This is an optimization exercise on Yosys and OpenROAD, whose aim is small area, a short achievable clock period and few clock cycles per item, not a production implementation.
At most, simulation tests tie the RTL to the original design; equivalence was not proved.
Function not checked in run 7: the RTL went through the layout flow alone.
Power figures rest on the tool's default switching activity, not on a simulated workload.

### design/flow/standard.sh
#!/bin/bash
# synth_recipe.tcl (not shown) runs the flow's synth.tcl, then flattens the netlist and writes it again
# the make line also repeats each setting of config.mk as NAME=value (left out here)
make -C /OpenROAD-flow-scripts/flow DESIGN_CONFIG=/design/flow/config.mk WORK_HOME=/design/flow/orfs CLKGATE_MAP_FILE= SYNTH_SCRIPT=/design/flow/synth_recipe.tcl "${@:-finish}"
### design/flow/constraint.sdc
create_clock -name core_clock -period 12.0 [get_ports {clk}]
set_input_delay 2.4000 -clock core_clock [delete_from_list [all_inputs] [get_ports {clk}]]
set_output_delay 2.4000 -clock core_clock [all_outputs]
set_load 0.01 [all_outputs]
### design/flow/config.mk
export PLATFORM = sky130hd
export DESIGN_NAME = bdgr_dec
export DESIGN_NICKNAME = bdgr_dec
export VERILOG_FILES = /design/flow/design.v
export SDC_FILE = /design/flow/constraint.sdc
export NUM_CORES = 4
export LEC_CHECK = 0
export ABC_AREA = 1
export CAP_MARGIN = 20
export CORE_MARGIN = 2
export CORE_UTILIZATION = 40
export SETUP_SLACK_MARGIN = 5
export SLEW_MARGIN = 20
export SYNTH_HIERARCHICAL = 1
export SYNTH_MINIMUM_KEEP_SIZE = 0
### design/flow/design.v
module bdgr_dec (
    input  wire        clk,
    input  wire        rst,
    input  wire        start,
    input  wire [15:0] width,
    input  wire [15:0] height,
    input  wire        pred_med,
    output wire        busy,
    output wire        mismatch,
    input  wire        in_valid,
    input  wire [63:0] in_word,
    output wire        in_ready,
    output wire        out_valid,
    output wire [7:0]  out_pix,
    output wire        out_last,
    input  wire        out_ready,
    input  wire [7:0]  up_pix
);
    localparam [2:0] S_IDLE = 3'd0, S_HDR = 3'd1, S_DEC = 3'd2, S_MISM = 3'd3,
                     S_FLUSH = 3'd4;
    reg [2:0]  state;
    reg        mism_r;
    reg        med_r;
    reg [15:0] w_r;
    reg [15:0] cx, cy;        
    reg        dfc, dfr;      
    reg [19:0] t_r;           
    reg [6:0]  q;             
    reg        pv;            
    reg [7:0]  pr;            
    reg [1:0]  pcls;          
    reg        plast;
    reg [7:0]  prev;          
    reg [7:0]  up_prev;       
    reg [2:0] k;              
    always @(*) begin
        if      (pr <= 8'd1)   k = 3'd0;
        else if (pr <= 8'd4)   k = 3'd1;
        else if (pr <= 8'd8)   k = 3'd2;
        else if (pr <= 8'd16)  k = 3'd3;
        else if (pr <= 8'd32)  k = 3'd4;
        else if (pr <= 8'd64)  k = 3'd5;
        else if (pr <= 8'd128) k = 3'd6;
        else                   k = 3'd7;
    end
    wire [6:0] qk = q + 7'd1 + {4'd0, k};     
    wire [6:0] qe = q + 7'd20;                
    reg [10:0] fit84, fit20;
    integer j;
    always @(*) begin
        for (j = 0; j <= 10; j = j + 1) begin
            fit84[j] = (qk <= 84 - j);
            fit20[j] = (qk <= 20 - j);
        end
    end
    wire esc84 = (q <= 7'd64);
    wire esc20 = (q == 7'd0);
    wire [83:0] s  = {in_word, t_r};
    wire [82:0] s6 = q[6] ? {s[82:20], s[83:64]} : s[82:0];
    wire [50:0] s5 = q[5] ? s6[82:32] : s6[50:0];
    wire [34:0] s4 = q[4] ? s5[50:16] : s5[34:0];
    wire [26:0] s3 = q[3] ? s4[34:8]  : s4[26:0];
    wire [22:0] s2 = q[2] ? s3[26:4]  : s3[22:0];
    wire [20:0] s1 = q[1] ? s2[22:2]  : s2[20:0];
    wire [19:0] win = q[0] ? s1[20:1] : s1[19:0];
    reg [3:0] z;              
    integer i;
    always @(*) begin
        z = 4'd11;
        for (i = 10; i >= 0; i = i - 1)
            if (win[i]) z = i[3:0];
    end
    wire esc = ~|win[10:0];
    wire [14:0] u3   = {win[15:11], z[3] ? win[18:9] : win[10:1]};
    wire [10:0] u2   = z[2] ? u3[14:4] : u3[10:0];
    wire [8:0]  u1   = z[1] ? u2[10:2] : u2[8:0];
    wire [7:0]  rest = z[0] ? u1[8:1]  : u1[7:0];
    wire [7:0]  m    = rest & ((8'd1 << k) - 8'd1);
    wire [14:0] rq   = ({11'd0, z} << k) | {7'd0, m};
    wire [7:0]  r    = esc ? win[19:12] : rq[7:0];
    wire have = in_valid ? (|(win[10:0] & fit84) | (esc & esc84))
                         : (|(win[10:0] & fit20) | (esc & esc20));
    wire last_col = (cx == 16'd1);
    wire last_row = (cy == 16'd1);
    wire last_sym = last_col & last_row;
    wire [7:0] v;
    bdgr_dec_pix u_pix (.pr(pr), .prev(prev), .up_pix(up_pix), .up_prev(up_prev),
                        .pcls(pcls), .v(v));
    wire flush_word = (q > 7'd20);            
    assign busy      = (state != S_IDLE);
    assign mismatch  = mism_r;
    assign in_ready  = ((state == S_DEC) & q[6]) | (state == S_MISM) |
                       ((state == S_FLUSH) & flush_word);
    assign out_valid = pv & ((state != S_FLUSH) | ~flush_word | in_valid);
    assign out_pix   = v;
    assign out_last  = plast;
    wire hdr_ok   = (in_word[15:0] == cx) & (in_word[31:16] == cy);
    wire dec_on   = (state == S_DEC) | ((state == S_HDR) & hdr_ok);
    wire take     = in_valid & in_ready;
    wire out_fire = out_valid & out_ready;
    wire dec_fire = dec_on & have & (~pv | out_ready);
    wire [6:0] qa = dec_fire ? (esc ? qe : qk + {3'd0, z}) : q;
    always @(posedge clk) begin
        if (rst) begin
            state  <= S_IDLE;
            mism_r <= 1'b0;
            pv     <= 1'b0;
        end else begin
            if (dec_fire) begin
                pv    <= 1'b1;
                pr    <= r;
                pcls  <= (~med_r | dfr) ? 2'd0 : (dfc ? 2'd1 : 2'd2);
                plast <= last_sym;
            end else if (out_fire) begin
                pv    <= 1'b0;
            end
            if (out_fire) begin
                prev    <= v;
                up_prev <= up_pix;
            end
            if (dec_fire) begin
                if (last_col) begin
                    cx  <= w_r;
                    cy  <= cy - 16'd1;
                    dfc <= 1'b1;
                    dfr <= 1'b0;
                end else begin
                    cx  <= cx - 16'd1;
                    dfc <= 1'b0;
                end
            end
            if ((state == S_DEC) | (state == S_HDR))
                q <= {qa[6] & ~take, qa[5:0]};
            else if (take)
                q <= 7'd0;
            if (take)
                t_r <= in_word[63:44];
            case (state)
                S_IDLE: begin
                    if (start) begin
                        state  <= S_HDR;
                        mism_r <= 1'b0;
                        med_r  <= pred_med;
                        w_r    <= width;
                        cx     <= width;
                        cy     <= height;
                        dfc    <= 1'b1;
                        dfr    <= 1'b1;
                        prev   <= 8'd0;
                        pr     <= 8'd255;
                        q      <= 7'd52;
                    end
                end
                S_HDR: begin
                    if (dec_fire & last_sym)
                        state <= S_FLUSH;
                    else if (in_valid)
                        state <= hdr_ok ? S_DEC : S_MISM;
                end
                S_MISM: begin
                    if (in_valid) begin
                        mism_r <= 1'b1;
                        state  <= S_IDLE;
                    end
                end
                S_DEC: begin
                    if (dec_fire & last_sym)
                        state <= S_FLUSH;
                end
                S_FLUSH: begin
                    if (out_fire & plast)
                        state <= S_IDLE;
                end
                default: state <= S_IDLE;
            endcase
        end
    end
endmodule
module bdgr_dec_pix (
    input  wire [7:0] pr,         
    input  wire [7:0] prev,       
    input  wire [7:0] up_pix,     
    input  wire [7:0] up_prev,    
    input  wire [1:0] pcls,       
    output wire [7:0] v
);
    wire [7:0] d  = pr[0] ? ~{1'b0, pr[7:1]} : {1'b0, pr[7:1]};    
    wire [7:0] na = prev;
    wire [7:0] nb = up_pix;
    wire [7:0] nc = up_prev;
    function [7:0] padd(input [7:0] a, input [7:0] b, input ci);
        reg [7:0] g, p, gg, pp;
        integer i, l;
        begin
            g = a & b;
            p = a ^ b;
            gg = g; pp = p;
            for (l = 1; l < 8; l = l * 2)
                for (i = 7; i >= l; i = i - 1) begin
                    gg[i] = gg[i] | (pp[i] & gg[i-l]);
                    pp[i] = pp[i] & pp[i-l];
                end
            padd[0] = p[0] ^ ci;
            for (i = 1; i < 8; i = i + 1)
                padd[i] = p[i] ^ (gg[i-1] | (pp[i-1] & ci));
        end
    endfunction
    wire [7:0] va = na + d;                   
    wire [7:0] cs = na ^ ~nc ^ d;             
    wire [7:0] cc = (na & ~nc) | (na & d) | (~nc & d);
    wire [7:0] e  = padd(cs, {cc[6:0], 1'b1}, 1'b0);
    wire [7:0] vb = padd(nb, d, 1'b0);        
    wire [7:0] vc = padd(nb, e, 1'b0);        
    function [1:0] cmp8(input [7:0] a, input [7:0] b);
        reg [7:0] l, q;
        reg [3:0] l2, q2;
        reg [1:0] l4, q4;
        integer i;
        begin
            l = ~a & b;
            q = ~(a ^ b);
            for (i = 0; i < 4; i = i + 1) begin
                l2[i] = l[2*i+1] | (q[2*i+1] & l[2*i]);
                q2[i] = q[2*i+1] & q[2*i];
            end
            for (i = 0; i < 2; i = i + 1) begin
                l4[i] = l2[2*i+1] | (q2[2*i+1] & l2[2*i]);
                q4[i] = q2[2*i+1] & q2[2*i];
            end
            cmp8 = {l4[1] | (q4[1] & l4[0]), q4[1] & q4[0]};
        end
    endfunction
    wire [1:0] cab = cmp8(na, nb);
    wire [1:0] ccb = cmp8(nc, nb);
    wire [1:0] cca = cmp8(nc, na);
    wire le_a   = ~cca[1];                    
    wire lt     = cab[1];                     
    wire c_lt_b = ccb[1];                     
    wire c_le_b = ccb[1] | ccb[0];            
    wire med    = pcls[1];
    wire sel_b  = (pcls == 2'd1) | (med & (le_a ^ lt));
    wire sel_c  = med & (le_a ? c_lt_b : ~c_le_b);
    wire sel_a  = ~sel_b & ~sel_c;
    assign v = ({8{sel_a}} & va) | ({8{sel_b}} & vb) | ({8{sel_c}} & vc);
endmodule
### design/flow/flow/run.sh
#!/bin/bash
# The standard layout, with plain buf_1 cells as the port buffers (the
# resizer still upsizes them where timing needs it), and a clock tree with
# larger sink clusters and no dummy loads.
set -euo pipefail
export BUFFER_PORTS_ARGS="-buffer_cell sky130_fd_sc_hd__buf_1"
export CTS_ARGS="-sink_clustering_enable -repair_clock_nets -dont_use_dummy_load -sink_clustering_size 30"
bash standard.sh > standard.log 2>&1
==> flow_summary.json, run 1 <==
{
  "full_die_area_mm2": 0.0332,
  "worst_hold_slack_ns": 0.490,
  "gr-usage-all-layers_pct": 26.7,
  "power.share.switching_pct": 58.7,
  "globalRoute.totalOverflow": 0,
  "finalWeightedCongestion": 0.957,
  "slew_violations": 0,
  "rsz_0062_raised_after_global_routing": "false",
  "grt_first_pass_wirelength_um": 68800,
  "edff_count_synth": 105,
  "timing.critical_path.slowest_cell_delay_ns": 0.30,
  "grt_pass1_vias": 12396,
  "synth_sequential_area_ratio_pct": 25.6,
  "ys.flop_type": "edfxtp_1",
  "seq_power_share_pct": 15.8,
  "number_of_cells_traversed_by_the_worst_hold_path": 2,
  "sequential_cell_area_mm2": 0.00325,
  "start_kind": "input pin",
  "initialDrtViolationCount": 1066,
  "buffer_ports.inserted": 122,
  "clock_tree.root_cell": "clkbuf_16",
  "initial_antenna_violation_count": 0,
  "period_needed_ns": 6.76,
  "fillCellCount": 3445,
  "worstPathCellList": "buf_1, ha_1, nand2_1, inv_1, nand2_1, nand2_1, nand3b_1, nand2_1, nand3_2, inv_1, nand3_1, nand3_1, buf_1",
  "antenna_left": 0,
  "post_drt_wl_per_cell_um": 18.4,
  "cpMaxStageDelayCell": "buf_1",
  "fin_setup_tns_ns": 0,
  "crit_required_ns": 9.60,
  "net_switching_mw": 2.56,
  "clock_path_buffers": 2,
  "slew_headroom_pct": 38.3,
  "first_pass_iters": 6,
  "timing.critical_path.arrival_ns": 4.36,
  "multiInputGateArea_mm2": 0.00809,
  "post_route_cells_drive_above_1_share_pct": 5.31,
  "fp.dieW_um": 182,
  "most_numerous_cell_on_the_critical_path": "nand2_1",
  "asyncSetResetFlopFracSynth_pct": 0,
  "share_clk_of_total_power_pct": 6.3,
  "cts-buffers-inserted": 9,
  "hold_violations": 0,
  "result_of_the_run": "finished clean",
  "mappedNetlistArea_mm2": 0.0127,
  "h_tree_levels": 3,
  "io_pins": 123,
  "period_share_pct": 56.4,
  "synth_area_per_inst_um2": 6.51,
  "setup_viol": 0,
  "max_cap_viol_count": 0,
  "synthesis_warning_total": 8,
  "worst_setup_path_end_kind": "output port",
  "min_path_type": "reg2reg",
  "synth.ff_latch_count": 110,
  "cellPowerDensity_mw_per_mm2": 322,
  "remaining_drc_errors": 0,
  "peakVddDrop_v": 0.000157,
  "area_growth_pct": 6.53,
  "tritoncts_num_sinks": 110,
  "p_int_mw": 1.80,
  "place_hpwl_um": 34600,
  "drt_wl_total_um": 44400,
  "core.rowCount": 65,
  "postCtsHoldBufs": 0,
  "fin_skew_ns": 0.0346,
  "r2r.worst_path.cells": 32,
  "nets": 2199,
  "worst_setup_hold_path_clk_slew_ns": 0.06,
  "die_span_y_um": 182,
  "syn_nets": 2135,
  "fmax_mhz": 148,
  "clock_insertion_delay_worst_skew_ns": 0.40,
  "synth_cells": 1952,
  "antennaDiodeCount": 0,
  "initial_utilization_pct": 40.5,
  "timing.setup.critical_path_class": "in2out",
  "pwr-share-comb_pct": 77.8,
  "leakage_power_nw": 6.13,
  "via_count": 13333,
  "worst-slew-pin-transition_ns": 0.925,
  "clock_tree_from_tritoncts": "built",
  "netlist-cell-type-count": 56,
  "placeableCoreArea_mm2": 0.0314,
  "routed_via_density": 5.52,
  "grt_max_degree": 65,
  "critPathMaxFanout": 12
}
## Yosys stat by module, one instance, submodules excluded
module | cells | flip-flops and latches | copies in the design
bdgr_dec | 1584 | 110 | 1
bdgr_dec_pix | 368 | 0 | 1
## cell type report
type	count	share of cell area, %
Clock buffer	9	1.66
Inverter	244	6.82
Multi-Input combinational cell	1518	59.8
Sequential cell	110	24.0
Tap cell	402	3.72
Timing Repair Buffer	133	4.00
## critical path: cells and delay by family
kind / cells / cell delay [ns]
adder cells (fa/ha/maj): 1 / 0.30
buffers and inverters: 4 / 0.76
AND/OR/NAND/NOR: 8 / 0.89
## state kept, by name (all words and copies together), names as in the netlist, 3 cells and up
register and cells:
w_r 16, cx 16, pr 8, cy 16, prev 8, state 3
q 7, up_prev 8, t_r 20
## timing repair
item,4_1_cts,5_1_grt
setup endpoints to repair,0,1
resized for setup,0,1
buffers inserted,0,2
## worst paths after layout
path	startpoint	endpoint	slack [ns]
max	up_pix[6]	out_pix[4]	5.24
min	pv	pv	0.49
max reg2reg	pr[0]	cy[0]	6.59
min reg2reg	pv	pv	0.49
## layout by cell type, fill, tap and decap left out, drive strengths merged
cell,netlist,layout
a21oi,76,76
nand3,217,217
a31oi,10,10
inv,243,243
o22ai,4,4
dfxtp,5,5
and3,1,1
a22oi,5,5
clkbuf,31,10
o211ai,43,43
a21boi,2,2
nor3,16,16
xor2,40,40
xnor2,31,31
a41oi,1,1
a221oi,1,1
o21a,1,1
nand2,619,619
or2,17,17
and2,1,1
o21ai,149,149
fa,10,10
o221ai,3,3
o21bai,3,3
o22a,1,1
nor4,9,9
o2111ai,10,10
nand4,38,38
buf,49,132
clkinv,1,1
edfxtp,105,105
nand3b,9,9
ha,63,63
nor2,138,138
## cell usage after synthesis (31+ instances only)
library cell  count  area (um2)
o21ai_0          97         485
nand2_1         597        2240
inv_1           225         845
xor2_1           38         333
o211ai_1         36         270
xnor2_1          31         272
edfxtp_1        105        3150
nor2_1          130         488
a21oi_1          75         375
clkbuf_1         31         116
ha_1             63         788
o21ai_1          50         250
nand4_1          38         238
nand3_1         212        1060
## routing by layer
layer,track usage (%),vias up,routed length [um]
met3,4.21,73,3060
met4,9.87,0,1490
met2,42.8,503,19900
li1,-,6596,-
met1,36.3,6161,19900
met5,0,-,0
## power groups by stage
| stage | Clock, mW | Sequential, mW | Combinational (mW) |
|---|---|---|---|
| 3_5_place_dp | 0 | 0.700 | 3.34 |
| 3_3_place_gp | 0 | 0.700 | 3.35 |
| 4_1_cts | 0.281 | 0.693 | 3.36 |
| 2_1_floorplan | 0 | 0.625 | 2.58 |
| 6_report | 0.276 | 0.691 | 3.39 |
| 5_1_grt | 0.290 | 0.703 | 3.83 |
## metrics by stage
stage	util (%)	setup WS [ns]	instances	instance area (um2)	power (mW)
finish	43.1	5.24	2416	13500	4.36
global route	43.1	5.09	2416	13500	4.82
CTS	43.1	5.16	2414	13500	4.33
detailed placement	42.3	5.16	2405	13300	4.04
global placement	42.3	5.22	2405	13300	4.05
floorplan	-	5.86	1952	12700	3.21
## cell families after synthesis
family | share of synthesized area (%)
flip-flops | 25.6
XOR/XNOR | 5.10
AO/OA/AOI/OAI | 14.3
buffers and inverters | 10.8
AND/OR/NAND/NOR | 36.4
adder cells (fa/ha/maj) | 7.78
Testbench counts, summed over its fixed seeds: cycles 34,277, items 34,030.
==> run 2, diff against run 1 <==
==> design/flow/flow/run.sh (replaced) <==
#!/bin/bash
# The standard layout, with plain buf_1 cells as the port buffers (the
# resizer still upsizes them where timing needs it), a clock tree with no
# dummy loads, and timing repair aiming 6.0 ns below the clock period.
set -euo pipefail
export BUFFER_PORTS_ARGS="-buffer_cell sky130_fd_sc_hd__buf_1"
export CTS_ARGS="-sink_clustering_enable -repair_clock_nets -dont_use_dummy_load"
bash standard.sh SETUP_SLACK_MARGIN=6.0 finish > standard.log 2>&1
==> run 2 against run 1 <==
Against the previous run:
- first-iteration DRC count rose by 6.3%
- area after synthesis did not move
- critical path type unchanged
- critical endpoint is now out_pix[6]
- critical path depth rose by 1
- utilization rose by 3.1 points
- sequential cell count did not move
- non-clock buffer count rose by 26
- fmax rose by 6.9%
- clock-buffer cell count did not move
- synthesized cell count did not move
- sequential share of layout area fell by 1.6 points
==> flow_summary.json, run 2 <==
{
  "sequential_cell_area_mm2": 0.00325,
  "initial_antenna_violation_count": 0,
  "clock_tree_from_tritoncts": "built",
  "grt_pass1_vias": 12501,
  "clock_tree.root_cell": "clkbuf_16",
  "hold_violations": 0,
  "tritoncts_num_sinks": 110,
  "start_kind": "input pin",
  "core.rowCount": 65,
  "fillCellCount": 3333,
  "routed_via_density": 5.55,
  "slew_violations": 0,
  "worst_setup_hold_path_clk_slew_ns": 0.06,
  "mappedNetlistArea_mm2": 0.0127,
  "max_cap_viol_count": 0,
  "post_route_cells_drive_above_1_share_pct": 12.0,
  "antenna_left": 0,
  "fmax_mhz": 158,
  "antennaDiodeCount": 0,
  "clock_insertion_delay_worst_skew_ns": 0.39,
  "rsz_0062_raised_after_global_routing": "true",
  "placed_cells_incl_taps": 2406,
  "peakVddDrop_v": 0.000126,
  "io_pins": 123,
  "syn_nets": 2135,
  "postCtsHoldBufs": 0,
  "synth_cells": 1952,
  "full_die_area_mm2": 0.0332,
  "fp.dieW_um": 182,
  "ys.flop_type": "edfxtp_1",
  "clock_path_buffers": 2,
  "synthesis_warning_total": 8,
  "finalWeightedCongestion": 0.947,
  "drt_wl_total_um": 45200,
  "layout_commonest_cell": "nand2_1",
  "slew_headroom_pct": 35.0,
  "period_needed_ns": 6.33,
  "synth_commonest_cells": "nand2_1 (597), inv_1 (225), nand3_1 (212)",
  "finish.cell_count_without_fillers": 2443,
  "cellPowerDensity_mw_per_mm2": 332,
  "fin_setup_tns_ns": 0,
  "synth.ff_latch_count": 110,
  "area_growth_pct": 14.1,
  "cts-buffers-inserted": 9,
  "nets": 2226,
  "h_tree_levels": 3,
  "die_span_y_um": 182,
  "asyncSetResetFlopFracSynth_pct": 0,
  "grt_max_degree": 65,
  "post_synth_main_area_contributors": "edfxtp_1 (25%), nand2_1 (18%), nand3_1 (8.3%), inv_1 (6.6%), ha_1 (6.2%)",
  "globalRoute.totalOverflow": 0,
  "place_hpwl_um": 34500,
  "worst_setup_path_end_kind": "output port",
  "gr-usage-all-layers_pct": 27.2,
  "grt_first_pass_wirelength_um": 70200,
  "totalPowerFinal_mw": 4.82,
  "multiInputGateArea_mm2": 0.00869,
  "fin_skew_ns": 0.0291,
  "first_pass_iters": 5,
  "register_containing_the_most_flip_flops_in_the_final_layout": "t_r",
  "crit_required_ns": 9.60,
  "worst_hold_slack_ns": 0.481,
  "synth.most_common_cell": "nand2_1",
  "initial_utilization_pct": 40.5,
  "placeableCoreArea_mm2": 0.0314,
  "leakage_power_nw": 6.43,
  "initialDrtViolationCount": 1133,
  "buffer_ports.inserted": 122,
  "result_of_the_run": "finished clean",
  "timing.critical_path.arrival_ns": 3.93,
  "timing.setup.critical_path_class": "in2out",
  "period_share_pct": 52.7,
  "final_cell_mix": "nand2_1 (572), inv_1 (216), nand3_1 (199)",
  "setup_viol": 0,
  "synth_sequential_area_ratio_pct": 25.6,
  "synth_area_per_inst_um2": 6.51,
  "netlist-cell-type-count": 56,
  "synthDominantAreaCellType": "edfxtp_1",
  "worst-slew-pin-transition_ns": 0.974,
  "critPathMaxFanout": 5,
  "via_count": 13569,
  "min_path_type": "reg2reg",
  "remaining_drc_errors": 0,
  "share_of_the_synthesized_area_in_the_top_cell_type_pct": 24.8,
  "largest_reg_flops": 20,
  "post_drt_wl_per_cell_um": 18.5,
  "edff_count_synth": 105
}
run 2: metrics by stage:
stage          worst slack (ns)  util (%)  area [um2]
2_1_floorplan              5.98         -       12700
3_3_place_gp               5.22      42.4       13300
3_5_place_dp               5.22      42.4       13300
4_1_cts                    5.63      44.6       14000
5_1_grt                    5.57      46.2       14500
6_report                   5.67      46.2       14500
run 2: repair_timing:
item,in CTS,in global routing
pin swaps,20,50
gates cloned,1,0
setup endpoints to repair,10,35
resized for setup,82,89
setup buffers,8,19
endpoints found under the hold margin,0,0
run 2: per-module statistics from Yosys (local to each module, per instance):
module,area (um2),cells,flops+latches,times used
bdgr_dec,10400,1584,110,1
bdgr_dec_pix,2320,368,0,1
run 2: layout make-up:
| class | instances | area share, % |
|---|---|---|
| inverter | 244 | 6.45 |
| multi-input combinational | 1519 | 59.9 |
| tap | 402 | 3.47 |
| timing repair buffer | 159 | 6.23 |
| sequential | 110 | 22.4 |
| clock buffer | 9 | 1.55 |
run 2: cells by family after synthesis:
group | after synthesis | share of synthesized area [%]
AND/OR/NAND/NOR | 1065 | 36.4
buffers and inverters | 324 | 10.8
AO/OA/AOI/OAI | 309 | 14.3
flip-flops | 110 | 25.6
adder cells (fa/ha/maj) | 73 | 7.78
XOR/XNOR | 71 | 5.10
run 2: power breakdown:
| part | leakage [nW] | internal, mW | switching [mW] |
|---|---|---|---|
| registers | 1.03 | 0.557 | 0.136 |
| clock network | 0.111 | 0.133 | 0.142 |
| logic | 5.29 | 1.38 | 2.47 |
run 2: routing by layer:
layer  routed length [um]  global-route usage [%]  share of wire (%)  vias up
met5                    0                       0                  0        -
met4                 1360                    8.84                3.0        0
met3                 3420                    5.47                7.6       83
met2                20700                    43.7                 46      543
met1                19700                    36.6                 44     6278
li1                     -                       -                  -     6665
run 2: worst paths after layout:
| check | from | end | slack, ns | depth (start not counted) |
|---|---|---|---|---|
| worst min-delay path | mism_r | mism_r | 0.48 | 2 |
| worst min register to register | mism_r | mism_r | 0.48 | 2 |
| worst max register to register | pr[0] | cy[1] | 6.56 | 32 |
| worst max-delay path | up_pix[0] | out_pix[6] | 5.67 | 14 |
run 2: worst max-delay path, stage by stage:
cell,delay [ns]
buf_12,0.09
ha_4,0.13
inv_2,0.04
fa_2,0.37
nand3b_1,0.16
nand2_1,0.09
nand2_1,0.07
nand2_1,0.07
nand2_1,0.06
nand2_1,0.06
nand2_1,0.04
nand4_1,0.11
nand3_2,0.09
buf_6,0.13
==> run 3, diff against run 2 <==
==> design/flow/flow/run.sh (replaced) <==
#!/bin/bash
# The standard layout, with plain buf_1 cells as the port buffers (the
# resizer still upsizes them where timing needs it), a clock tree with no
# dummy loads, and timing repair aiming 5.7 ns below the clock period.
set -euo pipefail
export BUFFER_PORTS_ARGS="-buffer_cell sky130_fd_sc_hd__buf_1"
export CTS_ARGS="-sink_clustering_enable -repair_clock_nets -dont_use_dummy_load"
bash standard.sh SETUP_SLACK_MARGIN=5.7 finish > standard.log 2>&1
==> run 3 against run 2 <==
Against the previous run:
- non-clock buffer count down 6
- still clean
- clock skew up 0.0058 ns
- global-route usage down 0.16 points
- critical path type unchanged
- area after synthesis unchanged
- first-iteration DRC count up 10%
- hold slack better by 0.0091 ns
- clock-buffer cell count unchanged
==> flow_summary.json, run 3 <==
{
  "synth_cells": 1952,
  "grt_util_met2_pct": 43.5,
  "edff_count_synth": 105,
  "r2r.worst_path.cells": 32,
  "syn_nets": 2135,
  "min_to": "pv",
  "max_cap_viol_count": 0,
  "placeableCoreArea_mm2": 0.0314,
  "postCtsHoldBufs": 0,
  "min_path_type": "reg2reg",
  "synth_sequential_area_ratio_pct": 25.6,
  "core.rowCount": 65,
  "timing.critical_path.arrival_ns": 3.96,
  "post_route_cells_drive_above_1_share_pct": 10.4,
  "synth.most_common_cell": "nand2_1",
  "synth_area_per_inst_um2": 6.51,
  "grt_first_pass_wirelength_um": 69700,
  "share_of_the_synthesized_area_in_the_top_cell_type_pct": 24.8,
  "post_synth_main_area_contributors": "edfxtp_1 (25%), nand2_1 (18%), nand3_1 (8.3%), inv_1 (6.6%), ha_1 (6.2%)",
  "groute.layer.met3.usage_pct": 4.09,
  "post-route-cell-area_mm2": 0.0143,
  "cts-buffers-inserted": 9,
  "antennaDiodeCount": 0,
  "globalRoute.totalOverflow": 0,
  "antenna_left": 0,
  "drt_wl_total_um": 45300,
  "leakage_power_nw": 6.34,
  "fmax_mhz": 157,
  "via_count": 13482,
  "full_die_area_mm2": 0.0332,
  "worst_setup_hold_path_clk_slew_ns": 0.06,
  "setup.worst_path.start": "up_pix[0]",
  "fin_setup_tns_ns": 0,
  "synth.ff_latch_count": 110,
  "cellPowerDensity_mw_per_mm2": 324,
  "synthDominantAreaCellType": "edfxtp_1",
  "worst-slew-pin-transition_ns": 0.936,
  "synth_commonest_cells": "nand2_1 (597), inv_1 (225), nand3_1 (212)",
  "ys.flop_type": "edfxtp_1",
  "fin_skew_ns": 0.0350,
  "finalWeightedCongestion": 0.957,
  "fp.dieW_um": 182,
  "place_hpwl_um": 34600,
  "area_growth_pct": 12.2,
  "tritoncts_num_sinks": 110,
  "timing.setup.critical_path_class": "in2out",
  "post_drt_wl_per_cell_um": 18.6,
  "crit_required_ns": 9.60,
  "nets": 2220,
  "critPathMaxFanout": 5,
  "rsz_0062_raised_after_global_routing": "true",
  "layout_commonest_cell": "nand2_1",
  "initial_utilization_pct": 40.5,
  "timing.rr.start": "pr[0]",
  "final_cell_mix": "nand2_1 (580), inv_1 (216), nand3_1 (205)",
  "clock_tree.root_cell": "clkbuf_16",
  "number_of_cells_traversed_by_the_worst_hold_path": 2,
  "clock_tree_from_tritoncts": "built",
  "slew_violations": 0,
  "setup_viol": 0,
  "largest_reg_flops": 20,
  "synthesis_warning_total": 8,
  "slew_headroom_pct": 37.5,
  "period_share_pct": 53.0,
  "grt_busiest_layer": "met2",
  "grt_max_degree": 65,
  "hold_violations": 0,
  "setup.reg_to_reg.worst_slack_ns": 6.54,
  "period_needed_ns": 6.36,
  "routed_via_density": 5.53,
  "grt_pass1_vias": 12515,
  "mappedNetlistArea_mm2": 0.0127,
  "buffer_ports.inserted": 122,
  "clock_path_buffers": 2,
  "worst_setup_path_end_kind": "output port",
  "register_containing_the_most_flip_flops_in_the_final_layout": "t_r",
  "clock_insertion_delay_worst_skew_ns": 0.40,
  "first_pass_iters": 5,
  "initial_antenna_violation_count": 0,
  "io_pins": 123,
  "start_kind": "input pin",
  "result_of_the_run": "finished clean",
  "peakVddDrop_v": 0.000161,
  "instance_area_at_placement_mm2": 0.0133,
  "worst_hold_start": "pv",
  "remaining_drc_errors": 0,
  "h_tree_levels": 3,
  "initialDrtViolationCount": 1247,
  "netlist-cell-type-count": 56,
  "r2r_end": "cy[0]",
  "grt.met1_usage_pct": 36.8,
  "asyncSetResetFlopFracSynth_pct": 0,
  "gr-usage-all-layers_pct": 27.0,
  "die_span_y_um": 182
}
run 3: final cells by class:
class / count / area [um2]
timing repair buffer: 153 / 835
tap: 402 / 503
inverter: 244 / 928
clock buffer: 9 / 225
multi-input combinational: 1519 / 8520
sequential: 110 / 3250
fill: 3361 / 17100
run 3: per-stage QoR:
stage               instances  setup slack [ns]  hold WS, ns  utilization (%)  power [mW]
CTS                      2424              5.65        0.494             44.3        4.44
global placement         2405              5.22        0.470             42.3        4.05
finish                   2437              5.64        0.490             45.4        4.62
detailed placement       2405              5.16        0.484             42.3        4.04
floorplan                1952              5.86        0.455                -        3.21
global route             2437              5.47        0.514             45.4        5.08
run 3: cell families (layout without fill, tap and decap cells):
group,Yosys count,count (layout),share of synthesized area (%)
and+or+nand+nor,1065,1066,36.4
buffers and inverters,324,406,10.8
AOI/OAI and AO/OA,309,309,14.3
DFF,110,110,25.6
adders and majority gates,73,73,7.78
xor gates and xnor gates,71,71,5.10
run 3: per-layer routing:
metal,wire length [um],up-vias,share of wire (%)
met3,3300,71,7.3
met1,19900,6260,44
met2,20600,513,46
li1,-,6638,-
met5,0,-,0
met4,1470,0,3.2
run 3: worst max path at each step:
| stage | end | cells after the start |
|---|---|---|
| floorplan | out_pix[6] | 12 |
| global placement | out_pix[6] | 13 |
| detailed placement | out_pix[6] | 13 |
| CTS | out_pix[6] | 14 |
| global route | out_pix[6] | 22 |
| finish | out_pix[6] | 14 |
run 3: what timing repair did:
action                     CTS  global route
resized for setup           81            60
pin swaps                   22            33
gates cloned                 1             0
setup endpoints to repair    8            12
setup buffers                9            13
run 3: where the power goes:
part	switching [mW]	total, mW	internal [mW]	leakage (nW)
clock	0.143	0.276	0.133	0.111
combinational	2.39	3.65	1.26	5.20
sequential	0.136	0.693	0.557	1.03
total	2.67	4.62	1.95	6.34
run 3: per-module statistics from Yosys, one instance, submodules excluded:
module | area [um2] | cells inside | flops+latches | times used
bdgr_dec_pix | 2320 | 368 | 0 | 1
bdgr_dec | 10400 | 1584 | 110 | 1
run 3: worst max-delay path, cell delays in order:
cell	delay, ns
buf_12	0.10
ha_4	0.14
inv_4	0.04
fa_2	0.37
nand3b_1	0.16
nand2_1	0.09
nand2_1	0.07
nand2_1	0.07
nand2_1	0.06
nand2_1	0.07
nand2_1	0.05
nand4_1	0.11
nand3_1	0.10
buf_2	0.15
==> run 4, diff against run 3 <==
==> design/flow/flow/run.sh (replaced) <==
#!/bin/bash
# The standard layout, with plain buf_1 cells as the port buffers (the
# resizer still upsizes them where timing needs it), a clock tree with no
# dummy loads, and timing repair aiming 5.2 ns below the clock period.
set -euo pipefail
export BUFFER_PORTS_ARGS="-buffer_cell sky130_fd_sc_hd__buf_1"
export CTS_ARGS="-sink_clustering_enable -repair_clock_nets -dont_use_dummy_load"
bash standard.sh SETUP_SLACK_MARGIN=5.2 finish > standard.log 2>&1
==> run 4 against run 3 <==
Against the previous run:
- still clean
- first-iteration DRC count shrank 15%
- fmax down 4.4%
- clock power barely moved
- sequential share of layout area up 1.2 points
- design area fell by 5.0%
==> flow_summary.json, run 4 <==
{
  "result_of_the_run": "finished clean",
  "grt_first_pass_wirelength_um": 68800,
  "clock_path_buffers": 2,
  "worst_setup_path_end_kind": "output port",
  "asyncSetResetFlopFracSynth_pct": 0,
  "area_growth_pct": 6.59,
  "largest_reg_flops": 20,
  "fin_setup_tns_ns": 0,
  "netlist-cell-type-count": 56,
  "power.share.switching_pct": 58.7,
  "initial_utilization_pct": 40.5,
  "setup.reg_to_reg.worst_slack_ns": 6.59,
  "cts-buffers-inserted": 9,
  "first_pass_iters": 6,
  "register_containing_the_most_flip_flops_in_the_final_layout": "t_r",
  "fillCellCount": 3440,
  "fmax_mhz": 150,
  "routed_via_density": 5.51,
  "crit_family": "simple AND/OR/NAND/NOR gates",
  "number_of_cells_traversed_by_the_worst_hold_path": 2,
  "layout_commonest_cell": "nand2_1",
  "io_pins": 123,
  "hold_violations": 0,
  "setup_viol": 0,
  "max_cap_viol_count": 0,
  "initialDrtViolationCount": 1066,
  "cellPowerDensity_mw_per_mm2": 322,
  "initial_antenna_violation_count": 0,
  "drt_wl_total_um": 44400,
  "postCtsHoldBufs": 0,
  "timing.critical_path.slowest_cell_delay_ns": 0.31,
  "share_clk_of_total_power_pct": 6.3,
  "post-place-ws_ns": 5.16,
  "rsz_0062_raised_after_global_routing": "false",
  "ys.flop_type": "edfxtp_1",
  "timing.rr.start": "pr[0]",
  "post_route_cells_drive_above_1_share_pct": 5.61,
  "synth-xor-area-share_pct": 5.10,
  "full_die_area_mm2": 0.0332,
  "share_of_the_synthesized_area_in_the_top_cell_type_pct": 24.8,
  "synthesis_warning_total": 8,
  "timing.critical_path.arrival_ns": 4.26,
  "grt_pass1_vias": 12396,
  "clock_tree_from_tritoncts": "built",
  "synth_area_per_inst_um2": 6.51,
  "buffer_ports.inserted": 122,
  "worst_setup_hold_path_clk_slew_ns": 0.06,
  "die_span_y_um": 182,
  "setup.worst_path.start": "up_pix[4]",
  "slew_violations": 0,
  "fin_skew_ns": 0.0339,
  "place_hpwl_um": 34600,
  "final_cell_mix": "nand2_1 (597), inv_1 (224), nand3_1 (212)",
  "timing.setup.critical_path_class": "in2out",
  "clock_insertion_delay_worst_skew_ns": 0.40,
  "antenna_left": 0,
  "placeableCoreArea_mm2": 0.0314,
  "sequential_cell_area_mm2": 0.00325,
  "critPathMaxFanout": 12,
  "worst_hold_start": "pv",
  "gr-usage-all-layers_pct": 26.7,
  "synth_cells": 1952,
  "nets": 2199,
  "synth.ff_latch_count": 110,
  "edff_count_synth": 105,
  "seq_power_share_pct": 15.9,
  "period_share_pct": 55.5,
  "min_to": "pv",
  "r2r_end": "cy[0]",
  "yosys.area_share.simple_pct": 36.4,
  "start_kind": "input pin",
  "worst-slew-pin-transition_ns": 0.925,
  "fp.dieW_um": 182,
  "via_count": 13324,
  "r2r.worst_path.cells": 32,
  "post_synth_main_area_contributors": "edfxtp_1 (25%), nand2_1 (18%), nand3_1 (8.3%), inv_1 (6.6%), ha_1 (6.2%)",
  "synthDominantAreaCellType": "edfxtp_1",
  "core.rowCount": 65,
  "post_synth_mux_area_share_pct": 0,
  "grt_max_degree": 65,
  "synth-compound-area-share_pct": 14.3,
  "synth_sequential_area_ratio_pct": 25.6,
  "synth.most_common_cell": "nand2_1",
  "syn_nets": 2135,
  "period_needed_ns": 6.66,
  "path_buf_inv": 3,
  "finalWeightedCongestion": 0.957,
  "tritoncts_num_sinks": 110,
  "synth_adder_area_share_pct": 7.78,
  "synth_commonest_cells": "nand2_1 (597), inv_1 (225), nand3_1 (212)",
  "remaining_drc_errors": 0,
  "postLayoutSetupSlackWorst_ns": 5.34,
  "post_drt_wl_per_cell_um": 18.4,
  "multiInputGateArea_mm2": 0.00809,
  "leakage_power_nw": 6.15,
  "cpMaxStageDelayCell": "buf_1",
  "peakVddDrop_v": 0.000157,
  "min_path_type": "reg2reg",
  "net_switching_mw": 2.56,
  "totalPowerFinal_mw": 4.36,
  "clock_tree.root_cell": "clkbuf_16",
  "main_combinational_cell_family_by_area_after_synthesis": "simple AND/OR/NAND/NOR gates",
  "mappedNetlistArea_mm2": 0.0127,
  "slew_headroom_pct": 38.3,
  "p_int_mw": 1.80,
  "worstPathCellList": "buf_1, ha_1, nand2_1, nor2_1, nand4_1, nand3b_1, nand2_1, nand3_2, inv_1, nand3_1, nand3_1, buf_1",
  "h_tree_levels": 3,
  "globalRoute.totalOverflow": 0,
  "antennaDiodeCount": 0,
  "pwr-share-comb_pct": 77.8,
  "crit_required_ns": 9.60
}
run 4: cell types whose count changed in the layout (fill, tap and decap cells not counted), moves of 7 or more:
cell	delta
a21oi_1	+7
a21oi_2	-7
buf_4	-18
nand2_2	-16
inv_1	+8
buf_1	+9
ha_1	+17
nand2_1	+17
o21ai_0	+7
ha_4	-13
nand3_1	+7
run 4: kinds of logic after synthesis:
kind of cell               Yosys count
and+or+nand+nor                   1065
buffers and inverters              324
AOI/OAI and AO/OA                  309
DFF                                110
adders and majority gates           73
xor gates and xnor gates            71
run 4: worst max-delay path by stage:
stage | cells past startpoint | endpoint
after floorplan | 12 | out_pix[6]
after global placement | 13 | out_pix[6]
after detailed placement | 13 | out_pix[6]
after CTS | 13 | out_pix[4]
after global routing | 12 | out_pix[6]
final | 12 | out_pix[4]
run 4: repair_timing:
action                                  4_1_cts  5_1_grt
pin swaps                                     0        0
endpoints found under the setup margin        4        7
gates resized for setup                       1        6
buffers inserted                              0        2
run 4: area by class of cell:
class	instances	share of cell area [%]
timing repair buffer	133	4.05
sequential	110	24.0
inverter	244	6.82
multi-input combinational	1518	59.7
clock buffer	9	1.66
tap	402	3.71
run 4: through the flow:
stage          hold slack, ns  utilization (%)  instance area, um2  instances
6_report                0.490             43.2               13500       2416
5_1_grt                 0.514             43.2               13500       2416
4_1_cts                 0.494             43.1               13500       2414
3_5_place_dp            0.484             42.3               13300       2405
3_3_place_gp            0.470             42.3               13300       2405
2_1_floorplan           0.455                -               12700       1952
run 4: worst register-to-register path: cells and delay by family (launching register included):
kind                     cells  cell delay, ns
AO/OA/AOI/OAI                7            0.98
adder cells (fa/ha/maj)      2            0.38
AND/OR/NAND/NOR             17            2.63
buffers and inverters        6            0.60
flip-flops                   1            0.57
run 4: power groups by stage:
stage	logic (mW)	clock network [mW]	registers, mW
2_1_floorplan	2.58	0	0.625
3_3_place_gp	3.35	0	0.700
3_5_place_dp	3.34	0	0.700
4_1_cts	3.36	0.281	0.693
5_1_grt	3.83	0.290	0.703
6_report	3.39	0.276	0.691
run 4: modules after synthesis (local to each module, per instance):
module,copies in the design,cells inside,cell area (um2),flops+latches
bdgr_dec_pix,1,368,2320,0
bdgr_dec,1,1584,10400,110
run 4: metal layers:
metal	global-route usage [%]	wire (um)
met5	0	0
met4	9.87	1490
met3	4.21	3030
met2	42.8	19900
met1	36.3	20000
==> run 5, diff against run 4 <==
==> design/flow/flow/run.sh (replaced) <==
#!/bin/bash
# The standard layout, with plain buf_1 cells as the port buffers (the
# resizer still upsizes them where timing needs it), a clock tree with no
# dummy loads, and timing repair aiming 5.3 ns below the clock period.
set -euo pipefail
export BUFFER_PORTS_ARGS="-buffer_cell sky130_fd_sc_hd__buf_1"
export CTS_ARGS="-sink_clustering_enable -repair_clock_nets -dont_use_dummy_load"
bash standard.sh SETUP_SLACK_MARGIN=5.3 finish > standard.log 2>&1
==> run 5 against run 4 <==
Against the previous run:
- area after synthesis unchanged
- total power is 0.36% higher
- via count up 0.41%
- sequential share of layout area down 0.060 points
- global-route usage hardly changed
- clock skew is 0.0022 ns higher
- wire length is essentially flat
- design area is 0.25% higher
- sequential cell count unchanged
==> flow_summary.json, run 5 <==
{
  "synth.most_common_cell": "nand2_1",
  "worst-slew-pin-transition_ns": 0.921,
  "mappedNetlistArea_mm2": 0.0127,
  "postCtsHoldBufs": 0,
  "worst_setup_hold_path_clk_slew_ns": 0.06,
  "post_drt_wl_per_cell_um": 18.4,
  "synthDominantAreaCellType": "edfxtp_1",
  "synth_cells": 1952,
  "initialDrtViolationCount": 1124,
  "worst_hold_start": "pv",
  "edff_count_synth": 105,
  "start_kind": "input pin",
  "full_die_area_mm2": 0.0332,
  "multiInputGateArea_mm2": 0.00811,
  "synth_commonest_cells": "nand2_1 (597), inv_1 (225), nand3_1 (212)",
  "timing.rr.start": "pr[0]",
  "synth.ff_latch_count": 110,
  "clock_path_buffers": 2,
  "netlist-cell-type-count": 56,
  "nets": 2201,
  "totalPowerFinal_mw": 4.37,
  "fin_setup_tns_ns": 0,
  "critPathMaxFanout": 8,
  "worst_setup_path_end_kind": "output port",
  "first_pass_iters": 6,
  "drt_wl_total_um": 44400,
  "rsz_0062_raised_after_global_routing": "false",
  "largest_reg_flops": 20,
  "globalRoute.totalOverflow": 0,
  "main_combinational_cell_family_by_area_after_synthesis": "simple AND/OR/NAND/NOR gates",
  "clock_insertion_delay_worst_skew_ns": 0.40,
  "initial_antenna_violation_count": 0,
  "area_growth_pct": 6.85,
  "fmax_mhz": 153,
  "fp.dieW_um": 182,
  "core.rowCount": 65,
  "period_needed_ns": 6.54,
  "fillCellCount": 3434,
  "syn_nets": 2135,
  "leakage_power_nw": 6.16,
  "finalWeightedCongestion": 0.957,
  "grt_max_degree": 65,
  "worst_hold_slack_ns": 0.489,
  "place_hpwl_um": 34600,
  "synthesis_warning_total": 8,
  "io_pins": 123,
  "grt_first_pass_wirelength_um": 68900,
  "cellPowerDensity_mw_per_mm2": 322,
  "die_span_y_um": 182,
  "clock_tree_from_tritoncts": "built",
  "h_tree_levels": 3,
  "result_of_the_run": "finished clean",
  "crit_required_ns": 9.60,
  "remaining_drc_errors": 0,
  "tritoncts_num_sinks": 110,
  "timing.setup.critical_path_class": "in2out",
  "setup_viol": 0,
  "layout_commonest_cell": "nand2_1",
  "final_cell_mix": "nand2_1 (597), inv_1 (223), nand3_1 (211)",
  "post_synth_mux_area_share_pct": 0,
  "grt_pass1_vias": 12422,
  "hold_violations": 0,
  "max_cap_viol_count": 0,
  "register_containing_the_most_flip_flops_in_the_final_layout": "t_r",
  "placeableCoreArea_mm2": 0.0314,
  "min_path_type": "reg2reg",
  "ys.flop_type": "edfxtp_1",
  "synth_sequential_area_ratio_pct": 25.6,
  "asyncSetResetFlopFracSynth_pct": 0,
  "antennaDiodeCount": 0,
  "synth-xor-area-share_pct": 5.10,
  "yosys.area_share.simple_pct": 36.4,
  "post_route_cells_drive_above_1_share_pct": 5.95,
  "buffer_ports.inserted": 122,
  "fin_skew_ns": 0.0361,
  "routed_via_density": 5.53,
  "synth_area_per_inst_um2": 6.51,
  "sequential_cell_area_mm2": 0.00325,
  "antenna_left": 0,
  "gr-usage-all-layers_pct": 26.7,
  "synth_adder_area_share_pct": 7.78,
  "setup.worst_path.start": "up_pix[1]",
  "timing.critical_path.arrival_ns": 4.14,
  "via_count": 13378,
  "initial_utilization_pct": 40.5,
  "post_synth_main_area_contributors": "edfxtp_1 (25%), nand2_1 (18%), nand3_1 (8.3%), inv_1 (6.6%), ha_1 (6.2%)",
  "slew_violations": 0,
  "synth-compound-area-share_pct": 14.3,
  "peakVddDrop_v": 0.000159,
  "period_share_pct": 54.5,
  "slew_headroom_pct": 38.5,
  "cts-buffers-inserted": 9,
  "clock_tree.root_cell": "clkbuf_16",
  "share_of_the_synthesized_area_in_the_top_cell_type_pct": 24.8
}
[run 5: cell counts after synthesis]
No cell type changed its count.
[run 5: report_power, final]
part	switching (mW)	leakage [nW]	internal, mW	total [mW]
Clock	0.143	0.111	0.133	0.276
Combinational	2.29	5.02	1.12	3.41
Sequential	0.131	1.03	0.557	0.688
[run 5: stage by stage]
| stage | setup WS [ns] | cells | util [%] | instance area [um2] |
|---|---|---|---|---|
| after floorplan | 5.86 | 1952 | - | 12700 |
| after global placement | 5.22 | 2405 | 42.3 | 13300 |
| after detailed placement | 5.16 | 2405 | 42.3 | 13300 |
| after CTS | 5.31 | 2418 | 43.2 | 13600 |
| after global routing | 5.30 | 2418 | 43.3 | 13600 |
| final | 5.46 | 2418 | 43.3 | 13600 |
[run 5: area by class of cell]
cell class                      count  area share (%)
Clock buffer                        9            1.66
Multi-Input combinational cell   1518            59.7
Inverter                          244            6.80
Tap cell                          402            3.70
Sequential cell                   110            24.0
Timing Repair Buffer              135            4.16
[run 5: timing repair]
item                       in CTS  in global routing
setup endpoints to repair       8                  8
gates cloned                    0                  0
pin swaps                       0                  0
gates resized for setup         3                 10
buffers inserted                4                  0
[run 5: kinds of logic (layout without fill, tap and decap cells)]
kind of cell             count (synthesis)  count (layout)
XOR/XNOR                                71              71
flip-flops                             110             110
AND/OR/NAND/NOR                       1065            1065
adder cells (fa/ha/maj)                 73              73
AO/OA/AOI/OAI                          309             309
buffers and inverters                  324             388
[run 5: critical path: stages]
cell	delay [ns]
clkbuf_2	0.15
ha_1	0.30
nand3_1	0.08
nand2_1	0.08
nand2_1	0.05
nand2_1	0.11
nand2_1	0.10
nand2_1	0.09
nand2_1	0.05
nand3_1	0.28
nand4_1	0.17
nand3_1	0.14
buf_1	0.16
[run 5: modules after synthesis, one instance, submodules excluded]
module        cells  flops+latches  times used  cell area, um2
bdgr_dec_pix    368              0           1            2320
bdgr_dec       1584            110           1           10400
[run 5: worst paths after layout]
path | endpoint | slack [ns] | depth (start not counted)
setup / recovery | out_pix[7] | 5.46 | 13
hold reg to reg | pv | 0.49 | 2
setup reg to reg | cy[0] | 6.54 | 34
hold / removal | pv | 0.49 | 2
[run 5: routing by layer]
layer / share of wire, % / up-vias / track usage (%)
met5: 0 / - / 0
met3: 6.6 / 77 / 4.21
li1: - / 6601 / -
met2: 45 / 475 / 42.9
met1: 45 / 6225 / 36.3
met4: 3.4 / 0 / 9.87
==> run 6, diff against run 5 <==
==> design/flow/flow/run.sh (replaced) <==
#!/bin/bash
# The standard layout, with plain buf_1 cells as the port buffers (the
# resizer still upsizes them where timing needs it), a clock tree with no
# dummy loads, and timing repair aiming 5.5 ns below the clock period.
set -euo pipefail
export BUFFER_PORTS_ARGS="-buffer_cell sky130_fd_sc_hd__buf_1"
export CTS_ARGS="-sink_clustering_enable -repair_clock_nets -dont_use_dummy_load"
bash standard.sh SETUP_SLACK_MARGIN=5.5 finish > standard.log 2>&1
==> run 6 against run 5 <==
Against the previous run:
- still clean
- register-to-register slack gained 0.02 ns
- first-iteration DRC count shrank 2.3%
- design area grew 2.5%
- via count grew 0.36%
- area after synthesis is the same
==> flow_summary.json, run 6 <==
{
  "result_of_the_run": "finished clean",
  "worst_hold_start": "pv",
  "initial_antenna_violation_count": 0,
  "fmax_mhz": 155,
  "worst_setup_hold_path_clk_slew_ns": 0.06,
  "post-route-cell-area_mm2": 0.0139,
  "routed-wl-met2_um": 20200,
  "post_synth_main_area_contributors": "edfxtp_1 (25%), nand2_1 (18%), nand3_1 (8.3%), inv_1 (6.6%), ha_1 (6.2%)",
  "postCtsHoldBufs": 0,
  "rsz_0062_raised_after_global_routing": "false",
  "share_of_the_synthesized_area_in_the_top_cell_type_pct": 24.8,
  "start_kind": "input pin",
  "grt_max_degree": 65,
  "synth.most_common_cell": "nand2_1",
  "timing.critical_path.arrival_ns": 4.03,
  "post-place-ws_ns": 5.16,
  "setup_viol": 0,
  "instance_area_at_placement_mm2": 0.0133,
  "netlist-cell-type-count": 56,
  "ys.flop_type": "edfxtp_1",
  "full_die_area_mm2": 0.0332,
  "syn_nets": 2135,
  "critPathMaxFanout": 6,
  "fin_skew_ns": 0.0339,
  "synth_sequential_area_ratio_pct": 25.6,
  "register_containing_the_most_flip_flops_in_the_final_layout": "t_r",
  "cpMaxStageDelayCell": "or2_0",
  "clock_insertion_delay_worst_skew_ns": 0.39,
  "gr-usage-all-layers_pct": 26.7,
  "via_count": 13426,
  "setup.reg_to_reg.worst_slack_ns": 6.56,
  "synth.ff_latch_count": 110,
  "post_route_cells_drive_above_1_share_pct": 8.35,
  "initialDrtViolationCount": 1098,
  "place_hpwl_um": 34600,
  "buffer_ports.inserted": 122,
  "wirelength_met1_um": 20000,
  "path_buf_inv": 3,
  "timing.setup.critical_path_class": "in2out",
  "initial_utilization_pct": 40.5,
  "crit_family": "simple AND/OR/NAND/NOR gates",
  "hold_violations": 0,
  "largest_reg_flops": 20,
  "peakVddDrop_v": 0.000166,
  "synth_cells": 1952,
  "tritoncts_num_sinks": 110,
  "worst_setup_path_end_kind": "output port",
  "final_cell_mix": "nand2_1 (591), inv_1 (220), nand3_1 (207)",
  "clock_tree.root_cell": "clkbuf_16",
  "fp.dieW_um": 182,
  "antenna_left": 0,
  "post_drt_wl_per_cell_um": 18.5,
  "max_cap_viol_count": 0,
  "worstPathCellList": "buf_2, ha_4, nand2_2, inv_1, nand2_1, nand2_1, nand3b_1, nand2_2, nand3_4, or2_0, nand3_1, buf_2",
  "timing.critical_path.slowest_cell_delay_ns": 0.27,
  "synth_area_per_inst_um2": 6.51,
  "remaining_drc_errors": 0,
  "min_path_type": "reg2reg",
  "crit_required_ns": 9.60,
  "placeableCoreArea_mm2": 0.0314,
  "period_needed_ns": 6.43,
  "slew_violations": 0,
  "clock_path_buffers": 2,
  "slew_headroom_pct": 37.2,
  "globalRoute.totalOverflow": 0,
  "setup.worst_path.start": "up_pix[6]",
  "grt_pass1_vias": 12440,
  "synthDominantAreaCellType": "edfxtp_1",
  "synthesis_warning_total": 8,
  "nets": 2208,
  "totalPowerFinal_mw": 4.49,
  "routed_via_density": 5.54,
  "finalWeightedCongestion": 0.957,
  "postLayoutSetupSlackWorst_ns": 5.57,
  "core.rowCount": 65,
  "grt_first_pass_wirelength_um": 69100,
  "layout_commonest_cell": "nand2_1",
  "met3_layer_wire_length_in_the_routed_design_um": 3140,
  "worst-slew-pin-transition_ns": 0.941,
  "leakage_power_nw": 6.23,
  "antennaDiodeCount": 0,
  "period_share_pct": 53.6,
  "h_tree_levels": 3,
  "top_layer_used": "met4",
  "area_growth_pct": 9.53,
  "clock_tree_from_tritoncts": "built",
  "edff_count_synth": 105,
  "first_pass_iters": 5,
  "mappedNetlistArea_mm2": 0.0127,
  "fin_setup_tns_ns": 0,
  "cellPowerDensity_mw_per_mm2": 323,
  "asyncSetResetFlopFracSynth_pct": 0,
  "die_span_y_um": 182,
  "synth_commonest_cells": "nand2_1 (597), inv_1 (225), nand3_1 (212)",
  "drt_wl_total_um": 44800,
  "io_pins": 123,
  "timing.rr.start": "pr[0]",
  "cts-buffers-inserted": 9
}
==> run 6: worst paths after layout <==
kind                endpoint  cells past startpoint
hold / removal            pv                      2
setup reg to reg       cy[0]                     31
setup / recovery  out_pix[1]                     12
hold reg to reg           pv                      2
==> run 6: report_power, final <==
group	switching [mW]	leakage [nW]	internal, mW
clock	0.143	0.111	0.133
combinational	2.34	5.09	1.19
sequential	0.134	1.03	0.557
total	2.61	6.23	1.88
==> run 6: layout make-up <==
type                       count  area (um2)
timing repair buffer         141         638
inverter                     244         926
fill                        3390       17500
tap                          402         503
multi-input combinational   1519        8380
clock buffer                   9         225
sequential                   110        3250
==> run 6: layer usage <==
| layer | global-route usage [%] | vias to the layer above |
|---|---|---|
| met3 | 4.21 | 73 |
| li1 | - | 6622 |
| met5 | 0 | - |
| met2 | 42.9 | 501 |
| met4 | 9.87 | 0 |
| met1 | 36.4 | 6230 |
==> run 6: per-stage QoR <==
step                util [%]  std cells  hold slack [ns]
finish                  44.3       2425            0.490
global route            44.3       2425            0.514
CTS                     43.3       2419            0.494
detailed placement      42.3       2405            0.484
global placement        42.3       2405            0.470
floorplan                  -       1952            0.455
==> run 6: timing repair <==
item	4_1_cts	5_1_grt
gates resized for setup	18	59
setup buffers	5	5
endpoints found under the hold margin	0	0
gates cloned	0	1
pin swaps	2	16
setup endpoints to repair	8	8
==> run 6: modules after synthesis (local to each module, per instance) <==
module | flops+latches | cells | times used
bdgr_dec | 110 | 1584 | 1
bdgr_dec_pix | 0 | 368 | 1
==> run 6: cells by family (layout without fill, tap and decap cells) <==
logic type      Yosys count  count (layout)  synth area share [%]
compound gates          309             309                  14.3
xor+xnor                 71              71                  5.10
fa+ha+maj                73              73                  7.78
buf+inv                 324             394                  10.8
flops                   110             110                  25.6
simple gates           1065            1066                  36.4
==> run 6: worst reg2reg max path, delay by kind of cell, from the launching register on <==
family / cells / cell delay, ns
flip-flops: 1 / 0.39
buffers and inverters: 7 / 1.04
adder cells (fa/ha/maj): 2 / 0.38
XOR/XNOR: 1 / 0.52
AND/OR/NAND/NOR: 15 / 1.90
AO/OA/AOI/OAI: 6 / 0.95
==> run 7, diff against run 6 <==
--- a/design/flow/design.v
+++ b/design/flow/design.v
@@ -206,9 +206,7 @@
         end
     endfunction
     wire [7:0] va = na + d;                   
-    wire [7:0] cs = na ^ ~nc ^ d;             
-    wire [7:0] cc = (na & ~nc) | (na & d) | (~nc & d);
-    wire [7:0] e  = padd(cs, {cc[6:0], 1'b1}, 1'b0);
+    wire [7:0] e  = padd(va, ~nc, 1'b1);      
     wire [7:0] vb = padd(nb, d, 1'b0);        
     wire [7:0] vc = padd(nb, e, 1'b0);        
     function [1:0] cmp8(input [7:0] a, input [7:0] b);
==> run 7 against run 6 <==
Against the previous run:
- sequential power hardly changed
- sequential share of layout area is 0.26 points higher
- combinational power is 9.1% higher
- via count is 1.8% lower
- critical path type is now reg2out
==> flow_summary.json, run 7 <==
{
  "result_of_the_run": "finished clean",
  "max_cap_viol_count": 0,
  "fp.dieW_um": 180,
  "sequential_cell_area_mm2": 0.00325,
  "register_containing_the_most_flip_flops_in_the_final_layout": "t_r",
  "core.rowCount": 64,
  "crit_required_ns": 9.60,
  "tritoncts_num_sinks": 110,
  "clock_insertion_delay_worst_skew_ns": 0.38,
  "synthDominantAreaCellType": "edfxtp_1",
  "cellPowerDensity_mw_per_mm2": 349,
  "setup_viol": 0,
  "fin_skew_ns": 0.0209,
  "io_pins": 123,
  "post-route-cell-area_mm2": 0.0138,
  "mappedNetlistArea_mm2": 0.0124,
  "post_route_cells_drive_above_1_share_pct": 8.48,
  "synth_sequential_area_ratio_pct": 26.2,
  "nets": 2162,
  "fin_setup_tns_ns": 0,
  "power.share.switching_pct": 56.6,
  "min_path_type": "reg2reg",
  "worstPathCellList": "xor2_2, ha_2, inv_2, fa_2, nand3b_1, nand2_2, nand2_1, a21oi_1, nor2_1, nand2_1, nand2_1, ha_1, a21oi_1, a21boi_0, nand2_1, nor2_1, nand3_1, nand2_1, nand2_2, nand3_2, nand3_2, buf_6",
  "routed_via_density": 5.54,
  "hold_violations": 0,
  "synth.ff_latch_count": 110,
  "timing.critical_path.slowest_cell_delay_ns": 0.49,
  "critPathMaxFanout": 4,
  "initial_antenna_violation_count": 0,
  "via_count": 13181,
  "full_die_area_mm2": 0.0324,
  "edff_count_synth": 105,
  "post_synth_main_area_contributors": "edfxtp_1 (25%), nand2_1 (17%), nand3_1 (8.7%), ha_1 (6.5%), inv_1 (6.3%)",
  "h_tree_levels": 3,
  "ys.flop_type": "edfxtp_1",
  "grt_max_degree": 61,
  "clock_tree_from_tritoncts": "built",
  "pwr-share-comb_pct": 79.9,
  "timing.setup.critical_path_class": "reg2out",
  "cpMaxStageDelayCell": "edfxtp_1",
  "start_kind": "flop",
  "period_needed_ns": 6.58,
  "grt_pass1_vias": 12273,
  "peakVddDrop_v": 0.000235,
  "instance_area_at_placement_mm2": 0.0130,
  "gr-usage-all-layers_pct": 26.1,
  "layout_commonest_cell": "nand2_1",
  "leakage_power_nw": 6.10,
  "final_cell_mix": "nand2_1 (564), nand3_1 (206), inv_1 (202)",
  "synth_cells": 1908,
  "grt_first_pass_wirelength_um": 67300,
  "timing.critical_path.arrival_ns": 4.18,
  "clock_path_buffers": 2,
  "netlist-cell-type-count": 53,
  "worst-slew-pin-transition_ns": 1.01,
  "synth_area_per_inst_um2": 6.50,
  "net_switching_mw": 2.72,
  "slew_violations": 0,
  "slew_headroom_pct": 32.3,
  "placed_cells_incl_taps": 2358,
  "clock_tree.root_cell": "clkbuf_16",
  "totalPowerFinal_mw": 4.81,
  "p_int_mw": 2.09,
  "seq_power_share_pct": 14.4,
  "first_pass_iters": 5,
  "antenna_left": 0,
  "worst_setup_hold_path_clk_slew_ns": 0.08,
  "initialDrtViolationCount": 1171,
  "antennaDiodeCount": 0,
  "globalRoute.totalOverflow": 0,
  "worst_hold_slack_ns": 0.493,
  "buffer_ports.inserted": 122,
  "synthesis_warning_total": 8,
  "place_hpwl_um": 32800,
  "synth_commonest_cells": "nand2_1 (571), nand3_1 (216), inv_1 (207)",
  "drt_wl_total_um": 42700,
  "initial_utilization_pct": 40.6,
  "area_growth_pct": 11.0,
  "multiInputGateArea_mm2": 0.00826,
  "finalWeightedCongestion": 0.973,
  "share_clk_of_total_power_pct": 5.7,
  "worst_setup_path_end_kind": "output port",
  "cts-buffers-inserted": 9,
  "most_numerous_cell_on_the_critical_path": "nand2_1",
  "die_span_y_um": 180,
  "largest_reg_flops": 20,
  "placeableCoreArea_mm2": 0.0306,
  "fillCellCount": 3271,
  "remaining_drc_errors": 0,
  "rsz_0062_raised_after_global_routing": "true",
  "synth.most_common_cell": "nand2_1",
  "fmax_mhz": 152,
  "share_of_the_synthesized_area_in_the_top_cell_type_pct": 25.4,
  "finish.cell_count_without_fillers": 2378,
  "period_share_pct": 54.8,
  "post_drt_wl_per_cell_um": 17.9,
  "syn_nets": 2086,
  "asyncSetResetFlopFracSynth_pct": 0
}
[run 7: changes by cell type after synthesis, moves of 9 or more]
cell and delta:
nor2_1 +15, o211ai_1 +9, nand2_1 -26, inv_1 -18
o21ai_1 -17, inv_2 -9
[run 7: timing repair]
| action | CTS | global route |
|---|---|---|
| pin swaps | 8 | 19 |
| buffers inserted | 7 | 3 |
| gates resized for setup | 43 | 46 |
| cloned | 1 | 0 |
| hold buffers | 0 | 0 |
| setup endpoints to repair | 8 | 8 |
[run 7: metrics by stage]
| stage | utilization [%] | worst slack, ns |
|---|---|---|
| floorplan | - | 5.91 |
| global placement | 42.6 | 5.20 |
| detailed placement | 42.6 | 5.17 |
| CTS | 44.2 | 5.49 |
| global route | 45.0 | 5.18 |
| finish | 45.0 | 5.42 |
[run 7: per-layer routing]
metal  vias to the layer above  GRT usage, %  share of wire (%)
met5                         -             0                  0
met4                         0          10.9                4.2
met3                        93          3.88                6.5
met2                       502          41.1                 45
met1                      6067          35.6                 45
li1                       6519             -                  -
[run 7: power groups by stage]
stage	clock network (mW)	registers (mW)	logic, mW
finish	0.276	0.692	3.84
global route	0.298	0.702	4.29
CTS	0.285	0.689	3.58
detailed placement	0	0.697	3.42
global placement	0	0.696	3.41
floorplan	0	0.625	2.66
[run 7: worst paths after layout]
path	startpoint	end	slack, ns	cells after the start
setup / recovery	pr[0]	out_pix[7]	5.42	22
setup reg to reg	pr[0]	cy[1]	6.32	31
hold / removal	pv	pv	0.49	2
hold reg to reg	pv	pv	0.49	2
[run 7: cells by family (layout without fill, tap and decap cells)]
group | Yosys count | count (layout) | synth area share [%]
buffers and inverters | 301 | 374 | 10.2
XOR/XNOR | 73 | 73 | 5.28
adder cells (fa/ha/maj) | 68 | 68 | 7.10
AO/OA/AOI/OAI | 298 | 298 | 13.9
flip-flops | 110 | 110 | 26.2
AND/OR/NAND/NOR | 1058 | 1059 | 37.3
[run 7: area by class of cell]
| type | count | area share, % |
|---|---|---|
| clock buffer | 9 | 1.64 |
| inverter | 221 | 6.14 |
| multi-input combinational | 1498 | 60.0 |
| sequential | 110 | 23.6 |
| tap | 396 | 3.60 |
| timing repair buffer | 144 | 5.02 |
[run 7: critical path, delay by kind of cell, from the launching register on]
family          cells  cell delay, ns
flops               1            0.49
xor+xnor            1            0.22
fa+ha+maj           3            0.95
compound gates      3            0.62
simple gates       13            1.35
buf+inv             2            0.17
[run 7: Yosys stat by module (local to each module, per instance)]
| module | area, um2 | cells inside | times used |
|---|---|---|---|
| bdgr_dec | 10300 | 1578 | 1 |
| bdgr_dec_pix | 2080 | 330 | 1 |

==> static timing again, ports no longer ideal <==
The results above use ideal ports. As a check the final layouts listed here were re-extracted and re-timed, cells and wires unchanged.
Step 1 sets driving cells, clkbuf_16 on the clock port and buf_2 on the other inputs (assumed; they add their load-dependent delay and slew).
Step 2, shift: input delay + t, output delay - t, t = (earliest + latest rising clock arrival at the registers) / 2. This alone moves slack from input paths to output paths.
Three values: ideal, step 1, step 2; two values: the first two.
run	t, ns	slack for setup (ns)	worst hold slack (ns)	worst slew at a driven data input, ns
run 1	0.430	5.236 / 5.214 / 5.214	0.490 / 0.490 / 0.490	0.06
run 2	0.424	5.673 / 5.605 / 5.605	0.481 / 0.481 / 0.481	0.07
run 3	0.431	5.637 / 5.571 / 5.571	0.490 / 0.490 / 0.490	0.06
run 4	0.431	5.343 / 5.322 / 5.322	0.490 / 0.490 / 0.490	0.06
run 5	0.430	5.457 / 5.436 / 5.436	0.489 / 0.489 / 0.489	0.06
run 6	0.430	5.568 / 5.543 / 5.530	0.490 / 0.490 / 0.490	0.06
run 7	0.421	5.420 / 5.370 / 5.460	0.493 / 0.493 / 0.493	0.04
After both steps setup and hold are still met in every run listed. For run 2, which loses most, drivers alone change the setup slack by -0.068 ns; drivers and shift together by -0.068 ns.
